Context: an optimization exercise on an open-source flow, tuned for small area. The choices shown serve that exercise and are no tape-out recipe. Only simulation tests tie the RTL to the original design; equivalence was not proved. Power and IR drop assume default switching activity.

Setup of main:
// kachel_core
module kachel_core (
    input  wire       clk,
    input  wire       rst,         
    input  wire       tick,        
    input  wire       latch_in,    
    input  wire       ser_done,    
    input  wire [7:0] ser_data,    
    output reg  [7:0] drv_data,    
    output reg        drv_clk,     
    output reg        drv_lat,     
    output reg        drv_blank,   
    output reg        front_sel,   
    output reg  [2:0] bam_step     
);
For scale: ~4200 cells after synthesis, ~3200 flip-flops, about 71000 µm² of cells after synthesis.
Settings: LEC_CHECK=0, CAP_MARGIN=20, CORE_MARGIN=2, CORE_UTILIZATION=55, GPL_ROUTABILITY_DRIVEN=1, PLACE_DENSITY=0.65, SLEW_MARGIN=20, SYNTH_HIERARCHICAL=1; clock period 20.0 ns.
standard.sh (not shown) runs the stock make flow with config.mk's settings and CLKGATE_MAP_FILE= SYNTH_SCRIPT=/design/flow/synth_recipe.tcl, a recipe that flattens the netlist after the stock synthesis.
==> flow/flow/run.sh <==
#!/bin/bash
set -euo pipefail
cd "$(dirname "$0")/.."
export CTS_ARGS="-sink_clustering_enable -repair_clock_nets -sink_clustering_size 16 -sink_clustering_max_diameter 100 -buf_list sky130_fd_sc_hd__clkbuf_8 -dont_use_dummy_load"
export BUFFER_PORTS_ARGS="-buffer_cell sky130_fd_sc_hd__buf_1"
bash standard.sh > standard.log 2>&1
main ran to completion and came out clean on the timing, design-rule and antenna checks.
Modified inputs, the feature branch compared to main
# main
export LEC_CHECK = 0
export CAP_MARGIN = 20
export CORE_MARGIN = 2
export CORE_UTILIZATION = 55
export GPL_ROUTABILITY_DRIVEN = 1
export PLACE_DENSITY = 0.65
export SLEW_MARGIN = 20
export SYNTH_HIERARCHICAL = 1
create_clock -name core_clock -period 20.0 [get_ports {clk}]
# the feature branch
export LEC_CHECK = 0
export CAP_MARGIN = 20
export CORE_MARGIN = 2
export CORE_UTILIZATION = 55
export CTS_BUF_LIST = sky130_fd_sc_hd__clkbuf_8
export CTS_CLUSTER_DIAMETER = 100
export CTS_CLUSTER_SIZE = 16
export GPL_ROUTABILITY_DRIVEN = 1
export PLACE_DENSITY = 0.65
export SLEW_MARGIN = 20
export SYNTH_HIERARCHICAL = 1
create_clock -name core_clock -period 20.0 [get_ports {clk}]
==> flow/run.sh (new file) <==
#!/bin/bash
# synth_recipe.tcl (not shown) runs the flow's synth.tcl, then flattens the netlist and writes it again
# the make line also repeats each setting of config.mk as NAME=value (left out here)
make -C /OpenROAD-flow-scripts/flow DESIGN_CONFIG=/design/flow/config.mk WORK_HOME=/design/flow/orfs CLKGATE_MAP_FILE= SYNTH_SCRIPT=/design/flow/synth_recipe.tcl finish
removed: flow/flow/run.sh
removed: flow/standard.sh
--- outcome ---
Both conditions hold for the feature branch: the flow ran to the end and the final layout passed the timing, design-rule and antenna checks. The feature branch against main: power increased by 0.63% relative to the old numbers, count of placed standard cells in the final layout, fillers left out increased by about 0.4% relative to the old numbers, hold slack increased by 17 ps relative to the old numbers. Comparing main and the feature branch, initial antenna violation count is lower on the feature branch. Per the comparison of the feature branch with main, global-route wire length before repair decreased by about 1.4% relative to the old numbers, worst relative slew slack decreased by 4.7 points relative to the old numbers, growth of design area from synthesis to finish increased by 0.48 points relative to the old numbers, final cycle utilization of the critical path increased by 1.3 points relative to the old numbers.

---

== v6 ==
kachel_core, a different RTL version from the one above (not shown whole).
For scale: about 4100 cells after synthesis, roughly 3200 flip-flops, about 71000 um2 of cells after synthesis.
make LEC_CHECK=0 CAP_MARGIN=20 CORE_MARGIN=2 CORE_UTILIZATION=65 CTS_BUF_LIST=sky130_fd_sc_hd__clkbuf_8 CTS_CLUSTER_DIAMETER=100 CTS_CLUSTER_SIZE=16 GPL_ROUTABILITY_DRIVEN=1 PLACE_DENSITY=0.85 SLEW_MARGIN=20 SYNTH_HIERARCHICAL=1 finish   # period 20.0 ns
run.sh (not shown) runs the stock make flow with config.mk's settings and CLKGATE_MAP_FILE= SYNTH_SCRIPT=/design/flow/synth_recipe.tcl, a recipe that flattens the netlist after the stock synthesis.
Stock flow here: none of the scripts above is used.
Here is what was changed in the inputs of v7 compared with v6.
Settings: CTS_BUF_LIST: sky130_fd_sc_hd__clkbuf_8 -> unset; CTS_CLUSTER_SIZE: 16 -> unset; CTS_CLUSTER_DIAMETER: 100 -> unset.
==> flow/flow/run.sh (new file) <==
#!/bin/bash
set -euo pipefail
cd "$(dirname "$0")/.."
W=$(pwd)

# synthesis script: ORFS's synth.tcl with the ABC script swapped, sourced by
# a copy of synth_recipe.tcl
sed "s#^source \$::env(SCRIPTS_DIR)/synth_preamble.tcl\$#&\nset abc_args [lreplace \$abc_args 1 1 $W/flow/abc_area.script]#" \
  "$FLOW_HOME/scripts/synth.tcl" > "$W/synth_area.tcl"
grep -q "abc_area.script" "$W/synth_area.tcl"
sed "s#source \$::env(SCRIPTS_DIR)/synth.tcl#source $W/synth_area.tcl#" \
  "$W/synth_recipe.tcl" > "$W/synth_recipe_area.tcl"
grep -q "synth_area.tcl" "$W/synth_recipe_area.tcl"
sed "s#SYNTH_SCRIPT=[^ ]*#SYNTH_SCRIPT=$W/synth_recipe_area.tcl#" \
  "$W/standard.sh" > "$W/standard_area.sh"
grep -q "synth_recipe_area.tcl" "$W/standard_area.sh"

export CTS_ARGS="-sink_clustering_enable -repair_clock_nets -sink_clustering_size 18 -sink_clustering_max_diameter 40 -buf_list sky130_fd_sc_hd__clkbuf_8 -dont_use_dummy_load"
export BUFFER_PORTS_ARGS="-buffer_cell sky130_fd_sc_hd__buf_1"
bash "$W/standard_area.sh" > "$W/standard.log" 2>&1
==> flow/flow/abc_area.script (new file) <==
strash
dc2
dch -f
amap
topo
strash
dch -f
amap
topo
==> flow/standard.sh (new file) <==
#!/bin/bash
# synth_recipe.tcl (not shown) runs the flow's synth.tcl, then flattens the netlist and writes it again
# the make line also repeats each setting of config.mk as NAME=value (left out here)
make -C /OpenROAD-flow-scripts/flow DESIGN_CONFIG=/design/flow/config.mk WORK_HOME=/design/flow/orfs CLKGATE_MAP_FILE= SYNTH_SCRIPT=/design/flow/synth_recipe.tcl "${@:-finish}"
removed: flow/run.sh
### Flow results
- Having completed the whole flow, v6 delivered a layout that passed the timing, design-rule and antenna checks.
- v7 has completed all stages; timing, DRC and antenna checks passed.
- Area fraction in compound gates after synthesis: v6 and v7 compared, lower one is v6
- Between v7 and v6, it is v7 whose number of rows created at floorplan is lower, by 0.83%.
- v7 vs v6, met3 track demand over resource went up by 0.67 points.
- | I/O pin total | v7 vs v6 | ≈ equal |
- Between v6 and v7, the difference in sequential power is negligible.
- Data arrival time at the worst-slack endpoint up 1.66 ns in v7 wrt v6
- Sequential share of layout area delta for v7 relative to v6: 1.2 points higher
- Re combinational group share of total power: v6 and v7 aren't equal, and the higher value belongs to v7.
- Going from v6 to v7, the share of final layout cell area taken by non-clock buffers was found to have gone down by 0.15 points.
- v7 against v6: critical path depth rose 8; growth of design area from synthesis to finish fell by 0.21 points.

---

Another version of the RTL of kachel_core (not shown whole).
For scale: about 4100 cells after synthesis, ~3200 flip-flops, about 28 I/O pins, roughly 71000 um2 of cells after synthesis.
## kachel_core
module kachel_core (
    input  wire       clk,
    input  wire       rst,         
    input  wire       tick,        
    input  wire       latch_in,    
    input  wire       ser_done,    
    input  wire [7:0] ser_data,    
    output reg  [7:0] drv_data,    
    output reg        drv_clk,     
    output reg        drv_lat,     
    output reg        drv_blank,   
    output reg        front_sel,   
    output reg  [2:0] bam_step     
);
Settings: LEC_CHECK=0, CAP_MARGIN=20, CORE_MARGIN=2, CORE_UTILIZATION=65, GPL_ROUTABILITY_DRIVEN=1, PLACE_DENSITY=0.85, SLEW_MARGIN=20, SYNTH_HIERARCHICAL=1; clock period 20.0 ns.
standard.sh (not shown) runs the stock make flow with config.mk's settings and CLKGATE_MAP_FILE= SYNTH_SCRIPT=/design/flow/synth_recipe.tcl, a recipe that flattens the netlist after the stock synthesis.
==> flow/flow/run.sh <==
#!/bin/bash
set -euo pipefail
cd "$(dirname "$0")/.."
export CTS_ARGS="-sink_clustering_enable -repair_clock_nets -sink_clustering_size 18 -sink_clustering_max_diameter 40 -buf_list sky130_fd_sc_hd__clkbuf_8 -dont_use_dummy_load"
export BUFFER_PORTS_ARGS="-buffer_cell sky130_fd_sc_hd__buf_1"
bash standard.sh > standard.log 2>&1
The first run completed without violations.
Then changed:
==> flow/flow/run.sh (replaced) <==
#!/bin/bash
set -euo pipefail
cd "$(dirname "$0")/.."
export CTS_ARGS="-sink_clustering_enable -repair_clock_nets -sink_clustering_size 18 -sink_clustering_max_diameter 100 -buf_list sky130_fd_sc_hd__clkbuf_8 -dont_use_dummy_load"
export BUFFER_PORTS_ARGS="-buffer_cell sky130_fd_sc_hd__buf_1"
bash standard.sh > standard.log 2>&1
Effect: Power fell by 0.59%. Routed wire length is higher by 0.36%. First-iteration DRC count hardly moves.
Then changed:
==> flow/flow/run.sh (replaced) <==
#!/bin/bash
set -euo pipefail
cd "$(dirname "$0")/.."
W=$(pwd)

# synthesis script: ORFS's synth.tcl with the ABC script swapped, sourced by
# a copy of synth_recipe.tcl
sed "s#^source \$::env(SCRIPTS_DIR)/synth_preamble.tcl\$#&\nset abc_args [lreplace \$abc_args 1 1 $W/flow/abc_area.script]#" \
  "$FLOW_HOME/scripts/synth.tcl" > "$W/synth_area.tcl"
grep -q "abc_area.script" "$W/synth_area.tcl"
sed "s#source \$::env(SCRIPTS_DIR)/synth.tcl#source $W/synth_area.tcl#" \
  "$W/synth_recipe.tcl" > "$W/synth_recipe_area.tcl"
grep -q "synth_area.tcl" "$W/synth_recipe_area.tcl"
sed "s#SYNTH_SCRIPT=[^ ]*#SYNTH_SCRIPT=$W/synth_recipe_area.tcl#" \
  "$W/standard.sh" > "$W/standard_area.sh"
grep -q "synth_recipe_area.tcl" "$W/standard_area.sh"

export CTS_ARGS="-sink_clustering_enable -repair_clock_nets -sink_clustering_size 18 -sink_clustering_max_diameter 40 -buf_list sky130_fd_sc_hd__clkbuf_8 -dont_use_dummy_load"
export BUFFER_PORTS_ARGS="-buffer_cell sky130_fd_sc_hd__buf_1"
bash "$W/standard_area.sh" > "$W/standard.log" 2>&1
==> flow/flow/abc_area.script (new file) <==
strash
dc2
dch -f
amap
topo
strash
dch -f
amap
topo
Effect:
- sequential share of layout area came out higher by 0.49 points
- critical path depth came out higher by 2
- total power came out higher by 0.89%

port drivers added, routing unchanged:
Ports are ideal in the flow. The routed layouts listed here were re-timed in OpenROAD. Step 1, drivers: a clkbuf_16 drives clk and a buf_2 each remaining input, both assumed. Step 2 moves the port delays by t, midway between the first and last clock arrival at a register: inputs arrive t later, outputs are due t later. That takes back most of the time a late clock gives input paths. a / b / c = no drivers / after step 1 / after step 2; a / b = the first two.
| run | t, ns | setup slack, ns | worst setup path at the end | pins driven straight from the clock port |
|---|---|---|---|---|
| main | 0.969 | 13.674 / 13.674 / 13.674 | register to register | 1 |
| the feature branch | 0.961 | 13.405 / 13.405 / 13.405 | register to register | 1 |
| v6 | 0.966 | 13.860 / 13.817 / 13.860 | register to register | 1 |
| v7 | 0.940 | 12.257 / 12.257 / 12.257 | register to register | 1 |
| the first run of note 3 | 0.922 | 13.390 / 13.390 / 13.390 | register to register | 1 |
| the second run of note 3 | 0.946 | 13.544 / 13.544 / 13.544 | register to register | 1 |
| the third run of note 3 | 0.938 | 13.549 / 13.549 / 13.549 | register to register | 1 |
After both steps every run listed still meets setup and hold.
